Context: an optimization exercise on an open-source flow, tuned for small area. The choices shown serve that exercise and are no tape-out recipe.
Function not checked in this run: the RTL went through the layout flow alone.
Power is estimated from default activity; no workload was simulated.

===== flow/run.sh =====
#!/bin/bash
# Standard ORFS layout with small port buffers and a clock tree without dummy loads.
set -euo pipefail
export BUFFER_PORTS_ARGS="-buffer_cell sky130_fd_sc_hd__buf_1"
export REMOVE_ABC_BUFFERS=1
export CTS_ARGS="-sink_clustering_enable -repair_clock_nets -dont_use_dummy_load -buf_list sky130_fd_sc_hd__clkbuf_16 -sink_clustering_size 30 -sink_clustering_max_diameter 80"
bash standard.sh > standard.log 2>&1

===== standard.sh =====
#!/bin/bash
# synth_recipe.tcl (not shown) runs the flow's synth.tcl, then flattens the netlist and writes it again
# the make line also repeats each setting of config.mk as NAME=value (left out here)
make -C /OpenROAD-flow-scripts/flow DESIGN_CONFIG=/design/flow/config.mk WORK_HOME=/design/flow/orfs CLKGATE_MAP_FILE= SYNTH_SCRIPT=/design/flow/synth_recipe.tcl "${@:-finish}"

===== config.mk =====
export PLATFORM = sky130hd
export DESIGN_NAME = marlin_codec
export DESIGN_NICKNAME = marlin_codec
export VERILOG_FILES = /design/flow/design.v
export SDC_FILE = /design/flow/constraint.sdc
export NUM_CORES = 4
export LEC_CHECK = 0
export CAP_MARGIN = 10
export CORE_MARGIN = 2
export CORE_UTILIZATION = 62
export PLACE_DENSITY = 0.75
export SLEW_MARGIN = 10
export SYNTH_HIERARCHICAL = 1

===== constraint.sdc =====
create_clock -name core_clock -period 20.0 [get_ports {clk}]
set_input_delay 4.0000 -clock core_clock [delete_from_list [all_inputs] [get_ports {clk}]]
set_output_delay 4.0000 -clock core_clock [all_outputs]
set_load 0.01 [all_outputs]

===== design.v =====
module marlin_codec (
    input  wire        clk,
    input  wire        rst,
    input  wire        rx_valid,
    input  wire [7:0]  rx_byte,
    output wire        rx_result,
    output reg  [3:0]  rx_status,
    output wire [1:0]  msg_kind,
    output wire [15:0] msg_addr,
    output wire [7:0]  msg_bytelen,
    input  wire [7:0]  msg_idx,
    output wire [15:0] msg_word,
    input  wire        tx_req_valid,
    output wire        tx_req_ready,
    input  wire [1:0]  tx_cmd,
    input  wire [15:0] tx_addr,
    input  wire [1:0]  tx_ptype,
    input  wire [31:0] tx_data,
    input  wire        tx_wide,
    input  wire        tx_signed,
    input  wire [8:0]  tx_text_len,
    output wire [7:0]  txt_idx,
    input  wire [7:0]  txt_byte,
    output wire        tx_out_valid,
    input  wire        tx_out_ready,
    output reg  [7:0]  tx_out_byte,
    output reg  [1:0]  tx_status
);
    localparam [7:0] H1     = 8'h5A;
    localparam [7:0] H2     = 8'hA5;
    localparam [7:0] OK0    = 8'h4F;
    localparam [7:0] OK1    = 8'h4B;
    localparam [3:0] ST_IDLE         = 4'd0;
    localparam [3:0] ST_ACCUM        = 4'd1;
    localparam [3:0] ST_NOISE        = 4'd2;
    localparam [3:0] ST_DROP_HEADER  = 4'd3;
    localparam [3:0] ST_DROP_LENGTH  = 4'd4;
    localparam [3:0] ST_ACK          = 4'd5;
    localparam [3:0] ST_DROP_FIELDS  = 4'd6;
    localparam [3:0] ST_DROP_COMMAND = 4'd7;
    localparam [3:0] ST_MSG          = 4'd8;
    localparam [1:0] CL_WRITE = 2'd0;    
    localparam [1:0] CL_RVAR  = 2'd1;
    localparam [1:0] CL_RREG  = 2'd2;
    localparam [1:0] CL_OTHER = 2'd3;
    localparam [1:0] TS_IDLE   = 2'd0;
    localparam [1:0] TS_SENT   = 2'd1;
    localparam [1:0] TS_NOOP   = 2'd2;
    localparam [1:0] TS_REJECT = 2'd3;
    localparam [1:0] CMD_WREG = 2'd0;
    localparam [1:0] CMD_RREG = 2'd1;
    localparam [1:0] CMD_WVAR = 2'd2;
    localparam [1:0] CMD_RVAR = 2'd3;
    localparam [1:0] P_NONE = 2'd0;
    localparam [1:0] P_BYTE = 2'd1;
    localparam [1:0] P_INT  = 2'd2;
    localparam [1:0] P_TEXT = 2'd3;
    localparam [6:0] K_OFF0 = 7'd122;
    localparam [6:0] K_OFF1 = 7'd123;
    localparam [6:0] K_OFF2 = 7'd124;
    localparam [6:0] K_OFF3 = 7'd125;
    localparam [6:0] K_OFF5 = 7'd127;
    localparam [6:0] K_BAD  = 7'd64;
    reg [6:0] rx_k;
    reg [1:0] rx_cls;      
    reg [7:0] rx_b4;       
    reg [7:0] rx_b5;       
    reg [7:0] store [0:63];
    wire msg_on  = rx_status[3];
    wire is_rvar = (rx_cls == CL_RVAR);
    wire [1:0] cls_in  = (rx_byte == 8'h80 || rx_byte == 8'h82) ? CL_WRITE :
                         (rx_byte == 8'h83) ? CL_RVAR :
                         (rx_byte == 8'h81) ? CL_RREG : CL_OTHER;
    wire [1:0] cls_now = (rx_k == K_OFF3) ? cls_in : rx_cls;
    wire [7:0] bl = is_rvar ? store[32] : rx_b5;
    wire [6:0] k_inc   = rx_k + 7'd1;
    wire [6:0] fit_lim = is_rvar ? {rx_k[6:1], 1'b0} : k_inc;
    wire fit = (rx_k == (is_rvar ? 7'd0 : K_OFF5)) ? (rx_byte == 8'd0) :
               (!rx_k[6] && bl <= {1'b0, fit_lim});
    wire is_ack = (rx_k == K_OFF5) && (rx_b4 == OK0) && (rx_byte == OK1);
    wire [5:0] widx = is_rvar ? {k_inc[0], k_inc[5:1]} : k_inc[5:0];
    wire       wen  = rx_valid && !rx_k[6];
    wire       len_wen = rx_valid && (rx_k == K_OFF2);
    wire [7:0] len_q   = store[0];
    wire [6:0] kend    = len_q[6:0] - 7'd4;     
    wire [63:0] wr, keep;
    marlin_wdec u_wdec (.a(widx), .en(wen), .en0(len_wen), .wr(wr), .keep(keep));
    integer m;
    always @(posedge clk) begin
        for (m = 0; m < 64; m = m + 1)
            store[m] <= (store[m] & {8{keep[m]}}) | (rx_byte & {8{wr[m]}});
        if (rx_valid) begin
            if (rx_k == K_OFF3) rx_cls  <= cls_in;
            if (rx_k == 7'd126) rx_b4   <= rx_byte;
            if (rx_k == K_OFF5) rx_b5   <= rx_byte;
        end
    end
    always @(posedge clk) begin
        if (rst) begin
            rx_k      <= K_OFF0;
            rx_status <= ST_IDLE;
        end else if (rx_valid) begin
            if (rx_k == K_OFF0) begin
                if (rx_byte != H1) begin
                    rx_status <= ST_NOISE;
                end else begin
                    rx_status <= ST_ACCUM;
                    rx_k      <= K_OFF1;
                end
            end else if (rx_k == K_OFF1) begin
                rx_status <= ST_ACCUM;
                rx_k      <= (rx_byte == H2) ? K_OFF2 : K_BAD;
            end else if (rx_k == K_BAD) begin
                rx_status <= ST_DROP_HEADER;
                rx_k      <= K_OFF0;
            end else if (rx_k == K_OFF2) begin
                if (rx_byte == 8'd0 || rx_byte > 8'd67) begin
                    rx_status <= ST_DROP_LENGTH;
                    rx_k      <= K_OFF0;
                end else begin
                    rx_status <= ST_ACCUM;
                    rx_k      <= K_OFF3;
                end
            end else if (rx_k == kend) begin
                rx_k <= K_OFF0;
                case (cls_now)
                    CL_WRITE: rx_status <= is_ack ? ST_ACK : ST_DROP_FIELDS;
                    CL_RVAR,
                    CL_RREG:  rx_status <= fit ? ST_MSG : ST_DROP_FIELDS;
                    default:  rx_status <= ST_DROP_COMMAND;
                endcase
            end else begin
                rx_status <= ST_ACCUM;
                rx_k      <= k_inc;
            end
        end
    end
    assign rx_result   = msg_on;
    assign msg_kind    = msg_on ? rx_cls : 2'd0;
    assign msg_addr    = !msg_on ? 16'h0000 : is_rvar ? {rx_b4, rx_b5} : {8'h00, rx_b4};
    assign msg_bytelen = msg_on ? bl : 8'h00;
    wire [8:0] idx_cmp = is_rvar ? {msg_idx, 1'b0} : {1'b0, msg_idx};
    wire       ent_on  = msg_on && (idx_cmp < {1'b0, bl});
    wire rreg_hi = msg_idx[5] ^ (msg_idx[4:0] == 5'd31);
    wire rd_lo   = ent_on && (is_rvar || !rreg_hi);
    wire rd_hi   = ent_on && (is_rvar || rreg_hi);
    wire [255:0] st_lo, st_hi;
    genvar g;
    generate
        for (g = 0; g < 32; g = g + 1) begin : g_st
            assign st_lo[8 * g +: 8] = store[g];
            assign st_hi[8 * g +: 8] = store[32 + g];
        end
    endgenerate
    wire [7:0] lo32, hi32;
    marlin_sel32 u_sel_lo (.d(st_lo), .a(msg_idx[4:0]), .en(rd_lo), .y(lo32));
    marlin_sel32 u_sel_hi (.d(st_hi), .a(msg_idx[4:0]), .en(rd_hi), .y(hi32));
    wire [7:0] w_hi    = {8{is_rvar}} & lo32;
    wire [7:0] w_lo    = hi32 | ({8{!is_rvar}} & lo32);
    assign msg_word    = {w_hi, w_lo};
    localparam [2:0] F_WREG0 = 3'd0;    
    localparam [2:0] F_WREG1 = 3'd1;    
    localparam [2:0] F_WVAR0 = 3'd2;    
    localparam [2:0] F_BYTE  = 3'd3;    
    localparam [2:0] F_SHORT = 3'd4;    
    localparam [2:0] F_LONG  = 3'd5;    
    localparam [2:0] F_TEXT  = 3'd6;    
    reg        tx_busy;
    reg [8:0]  tx_c;         
    reg [2:0]  tx_fmt;
    reg [15:0] tx_addr_q;
    reg [31:0] tx_data_q;    
    assign tx_req_ready = !tx_busy;
    assign tx_out_valid = tx_busy;
    assign txt_idx      = tx_c[7:0];
    wire req_text    = (tx_ptype == P_TEXT);
    wire req_illegal = tx_cmd[0] ||
                       (tx_cmd == CMD_WREG && (tx_addr[15:8] != 8'h00 || req_text)) ||
                       (req_text && tx_text_len > 9'd252);
    wire req_noop    = req_text && (tx_text_len == 9'd0);
    wire req_long = tx_wide && (!tx_signed || !tx_data[31]) && (tx_data[31:16] != 16'h0000);
    reg [2:0] req_fmt;
    always @* begin
        if (tx_cmd == CMD_WREG)
            req_fmt = (tx_ptype == P_NONE) ? F_WREG0 : F_WREG1;
        else
            case (tx_ptype)
                P_NONE:  req_fmt = F_WVAR0;
                P_BYTE:  req_fmt = F_BYTE;
                P_INT:   req_fmt = req_long ? F_LONG : F_SHORT;
                default: req_fmt = F_TEXT;
            endcase
    end
    wire       wvar   = (tx_fmt != F_WREG0) && (tx_fmt != F_WREG1);
    wire [7:0] tx_n   = tx_data_q[7:0];
    wire [8:0] c_inc  = tx_c + 9'd1;
    reg [7:0] tx_len;
    always @* begin
        case (tx_fmt)
            F_WREG0: tx_len = 8'd2;
            F_WREG1,
            F_WVAR0: tx_len = 8'd3;
            F_BYTE,
            F_SHORT: tx_len = 8'd5;
            F_LONG:  tx_len = 8'd7;
            default: tx_len = tx_n + 8'd3;
        endcase
    end
    reg tx_last;
    always @* begin
        case (tx_fmt)
            F_WREG0: tx_last = (tx_c == 9'h1FE);
            F_WREG1,
            F_WVAR0: tx_last = (tx_c == 9'h1FF);
            F_BYTE,
            F_SHORT: tx_last = (tx_c == 9'd1);
            F_LONG:  tx_last = (tx_c == 9'd3);
            default: tx_last = (c_inc == {1'b0, tx_n});
        endcase
    end
    wire hdr     = tx_c[8];                 
    wire is_long = (tx_fmt == F_LONG);
    wire is_byte = (tx_fmt == F_BYTE);
    wire is_text = (tx_fmt == F_TEXT);
    wire p0   = hdr && (tx_c[2:0] == 3'd2);
    wire p1   = hdr && (tx_c[2:0] == 3'd3);
    wire p2   = hdr && (tx_c[2:0] == 3'd4);
    wire p3   = hdr && (tx_c[2:0] == 3'd5);
    wire p4   = hdr && (tx_c[2:0] == 3'd6);
    wire p5   = hdr && (tx_c[2:0] == 3'd7);
    wire pl   = !hdr && !is_text;            
    wire s_ah = p4 && wvar;
    wire s_al = (p4 && !wvar) || (p5 && wvar);
    wire s_v0 = (p5 && !wvar) ||
                (pl && (is_byte ? !tx_c[0] : is_long ? (tx_c[1:0] == 2'd3) : tx_c[0]));
    wire s_v1 = pl && (is_long ? (tx_c[1:0] == 2'd2) : (!is_byte && !tx_c[0]));
    wire s_v2 = pl && is_long && (tx_c[1:0] == 2'd1);
    wire s_v3 = pl && is_long && (tx_c[1:0] == 2'd0);
    wire s_tx = !hdr && is_text;
    always @* begin
        tx_out_byte = ({8{p0}}   & H1) |
                      ({8{p1}}   & H2) |
                      ({8{p2}}   & tx_len) |
                      ({8{p3}}   & {6'b100000, wvar, 1'b0}) |
                      ({8{s_ah}} & tx_addr_q[15:8]) |
                      ({8{s_al}} & tx_addr_q[7:0]) |
                      ({8{s_v0}} & tx_data_q[7:0]) |
                      ({8{s_v1}} & tx_data_q[15:8]) |
                      ({8{s_v2}} & tx_data_q[23:16]) |
                      ({8{s_v3}} & tx_data_q[31:24]) |
                      ({8{s_tx}} & txt_byte);
    end
    wire req_go = !tx_busy && tx_req_valid && !req_illegal && !req_noop;
    always @(posedge clk) begin
        if (req_go) begin
            tx_c      <= 9'h1FA;
            tx_fmt    <= req_fmt;
            tx_addr_q <= tx_addr;
            tx_data_q <= {tx_data[31:8], req_text ? tx_text_len[7:0] : tx_data[7:0]};
        end else if (tx_busy && tx_out_ready) begin
            tx_c <= c_inc;
        end
    end
    always @(posedge clk) begin
        if (rst) begin
            tx_busy   <= 1'b0;
            tx_status <= TS_IDLE;
        end else if (!tx_busy) begin
            if (tx_req_valid) begin
                if (req_illegal)
                    tx_status <= TS_REJECT;
                else if (req_noop)
                    tx_status <= TS_NOOP;
                else
                    tx_busy <= 1'b1;
            end
        end else if (tx_out_ready && tx_last) begin
            tx_busy   <= 1'b0;
            tx_status <= TS_SENT;
        end
    end
endmodule
module marlin_sel32 (
    input  wire [255:0] d,
    input  wire [4:0]   a,
    input  wire         en,
    output wire [7:0]   y
);
    reg [31:0] sel;
    integer r;
    always @* for (r = 0; r < 32; r = r + 1) sel[r] = en && (a == ((r + 31) % 32));
    genvar b, g;
    generate
        for (b = 0; b < 8; b = b + 1) begin : g_bit
            wire [10:0] n;
            for (g = 0; g < 10; g = g + 1) begin : g_grp
                marlin_aoi222 u_aoi (
                    .a0(d[8 * (3 * g) + b]),     .s0(sel[3 * g]),
                    .a1(d[8 * (3 * g + 1) + b]), .s1(sel[3 * g + 1]),
                    .a2(d[8 * (3 * g + 2) + b]), .s2(sel[3 * g + 2]),
                    .y(n[g]));
            end
            assign n[10] = ~((d[8 * 30 + b] & sel[30]) | (d[8 * 31 + b] & sel[31]));
            assign y[b] = ~&n;
        end
    endgenerate
endmodule
module marlin_aoi222 (
    input  wire a0, s0, a1, s1, a2, s2,
    output wire y
);
    assign y = ~((a0 & s0) | (a1 & s1) | (a2 & s2));
endmodule
module marlin_wdec (
    input  wire [5:0]  a,
    input  wire        en,
    input  wire        en0,
    output reg  [63:0] wr,
    output wire [63:0] keep
);
    integer i;
    always @* for (i = 0; i < 64; i = i + 1) wr[i] = (en && (a == i)) || (en0 && i == 0);
    assign keep = ~wr;
endmodule

==> results.txt <==
- Sw frac: 0.245
- Seq/Total Area, Yosys: 0.499
- Slew HR: 0.128
- Hold Crit Class: reg -> reg
- Area growth, synth to finish: 4.23%
- First-pass GRT wire length: 125000 um
- Rows: 74
- RePlAce Congestion: 1.01
- Post_cts resized: 0
- Primary FF master, synth: dfxtp_1
- Worst-path fanout max: 21
- Share of synthesized flip-flops with an asynchronous set or reset: 0
- Synth Register Bits: 604
- Port buffer count: 158
- Kind of start point of the critical path: input pin
- Synth unique cells: 83
- Final ANT Viol Nets: 0
- Vias per inst: 7.50
- Skew final: 68.2 ps
- Logic pwr share: 0.084
- Final worst-path cycle share: 0.654
- Drt pass-1 iters: 14
- Core box area: 0.0408 mm2
- DRC viols: 0
- Dominant cell type by area after synthesis: dfxtp_1
- Clock power share: 0.306
- # clock sinks: 604
- Total of max-cap violations: 0
- Post-Syn Area: 0.0256 mm2
- Switching power: 515 uW
- RSZ-0062 raised after global routing: false
- Slew Limit Fails: 0
- VDD IR max: 0.0701 mV
- Top cells by area, synth: dfxtp_1 42%, a22o_1 17%, edfxtp_1 8.1%
- Non-Filler Instances: 2924
- Postcts setup bufs: 0
- Synth top cells by count: 535 x dfxtp_1, 512 x a22o_1, 176 x nand2_1, 165 x a222oi_1, 137 x nor2_1
- Setup_tns: 0 ps
- DRT iter0 DRCs: 3878
- Worst-Margin Slew: 1300 ps
- WL/cell: 28.1 um
- Io pins: 159
- Vias in the first global route: 20400
- Placed Cells: 2894
- Synth warnings: 10
- HPWL Detailed: 56100 um
- Die H: 207 um
- Critical path class: in -> out
- Fraction of layout cells with a size suffix above 1: 0.0581
- H-tree levels: 1
- Hold Buf Count CTS: 0
- Via count: 21900
- CTS max path bufs: 3
- Initial core utilization: 0.628
- Nets@finish: 2515
- Worst skew pair latency: 630 ps
- Final Setup Violations: 0
- Most frequent cell after synthesis: dfxtp_1
- Gr usage total: 0.366
- Max Freq: 76.5 MHz
- CTS buffer count: 30
- Syn_area_per_cell: 10.5 um2
- CTS tree: yes
- Post-synth EDFFs: 69
- Die extent in x: 207 um
- Fin util: 0.655
- Ant diodes: 0
- Flop pwr share: 0.610
- Status: finished clean
- Final worst path period need: 13070 ps
- WP data arrival: 9070 ps
- CP endpoint kind: primary output
- GRT overflow: 0
- Final hold violation count: 0
- CTS root buf: clkbuf_16
- Pwr per Cell Area: 78.7 mW/mm2
- Total wire length: 82300 um
- Fill cells: 3280
- Required @ worst endpoint: 16000 ps
- Mapped Cells: 2445
- Initial antenna violation count: 0
- Pin count of the biggest net entering global routing: 61
- Clock transition at the registers of the reported paths: 60 ps
- P_leak: 0.00997 uW
- DIE AREA: 0.0430 mm2
- Int Pwr: 1590 uW
- Top-area cell type share of the netlist area: 0.418
==> kinds of logic after synthesis <==
logic type / Yosys count / share of synthesized area
XOR/XNOR: 39 / 0.0133
flip-flops: 604 / 0.499
buffers and inverters: 297 / 0.0486
adder cells (fa/ha/maj): 29 / 0.0142
AO/OA/AOI/OAI: 842 / 0.286
multiplexers: 20 / 0.00825
AND/OR/NAND/NOR: 614 / 0.131
==> Yosys stat by module (local to each module, per instance) <==
module         copies in the design  flops+latches
marlin_sel32                      2              0
marlin_wdec                       1              0
marlin_aoi222                   160              0
marlin_codec                      1            604
==> path summary, 6_finish.rpt <==
check,startpoint,to,slack [ps],cells after the start
hold reg to reg,tx_status[1]$_SDFFE_PP0P_,tx_status[1]$_SDFFE_PP0P_,470,2
setup / recovery,msg_idx[0],msg_word[0],6930,19
setup reg to reg,rx_cls[1]$_DFFE_PP_,store[37][5]$_DFF_P_,15160,9
hold / removal,tx_status[1]$_SDFFE_PP0P_,tx_status[1]$_SDFFE_PP0P_,470,2
==> per-stage QoR <==
step	hold slack [ps]	area [um2]	power, uW	setup WS [ps]
floorplan	439	24500	1400	8830
global placement	452	26000	1480	7400
detailed placement	453	26000	1480	7230
CTS	472	26700	2100	7190
global route	491	26700	2160	6790
finish	470	26700	2100	6930
==> critical path, cell delays in order <==
cell	delay, ps
buf_1	70
buf_4	350
nand2_1	100
nand2_1	100
ha_1	230
o311a_1	100
o21a_1	170
o21ai_0	150
a31oi_1	120
a211oi_1	1060
nand2_4	180
or3_4	410
nor3_1	910
a222oi_1	260
nand4_1	290
or3_1	180
a221o_2	120
a21o_1	100
buf_1	150
==> registers in the layout, summed over array words and instances (netlist names) <==
name,count
rx_cls,2
tx_busy,1
rx_b5,8
rx_k,7
tx_status,2
store,512
rx_b4,8
tx_addr_q,16
tx_c,9
tx_fmt,3
tx_data_q,32
rx_status,4
==> layout by cell type (no fill, tap or decap), types with 16 or more instances in the layout <==
cell type	count
a21oi_1	28
a221o_2	16
a222oi_1	165
a22o_1	512
and3_1	19
buf_1	150
buf_4	22
clkbuf_16	30
dfxtp_1	535
edfxtp_1	69
ha_1	29
inv_1	33
nand2_1	176
nand3_1	29
nand4_1	53
nor2_1	137
nor2b_1	18
nor3_1	42
o21ai_0	28
or3_1	18
xnor2_1	23
xor2_1	16
==> power by group through the flow <==
stage	Clock [uW]	Combinational (uW)	Sequential, uW
after floorplan	0	97.2	1300
after global placement	0	168	1310
after detailed placement	0	172	1310
after CTS	648	173	1280
after global routing	686	190	1290
final	643	176	1280
==> layout make-up <==
cell class / instances / area, um2 / share of cell area
inverters: 34 / 128 / 0.00478
flip-flops and latches: 604 / 12800 / 0.478
well taps: 532 / 666 / 0.0249
clock buffers: 30 / 751 / 0.0281
repair buffers: 180 / 768 / 0.0287
multi-input cells: 1544 / 11600 / 0.435
==> routing by layer <==
| metal | up-vias | track usage | wire [um] |
|---|---|---|---|
| met4 | 0 | 0.142 | 3570 |
| met5 | - | 0 | 0 |
| met3 | 228 | 0.0752 | 9900 |
| met1 | 10600 | 0.519 | 33400 |
| li1 | 9466 | - | - |
| met2 | 1588 | 0.548 | 35400 |

[separate check: timing with driven ports]
How much do the figures lean on ideal ports? The routed layout below was timed once more, with nothing changed but the port constraints.
Step 1: set_driving_cell puts a clkbuf_16 on clk and a buf_2 on each other input, an assumption about the parent block.
Step 2 times the ports against the registers' clock, not the clock port: input delays grow and output delays shrink by t, the midpoint of the rising clock arrivals with the driver on.
a / b / c = ideal / step 1 / step 2; a / b = the first two.
shift t [ns]: 0.661
setup WS [ns]: 6.929 / 6.904 / 6.904
worst setup path after step 2: input to output
slew at the worst register clock pin (ns): 0.12 / 0.12
pins driven straight from the clock port: 1
After both steps setup and hold are still met in this run. For this run, drivers alone change the setup slack by -0.025 ns; drivers and shift together by -0.025 ns.
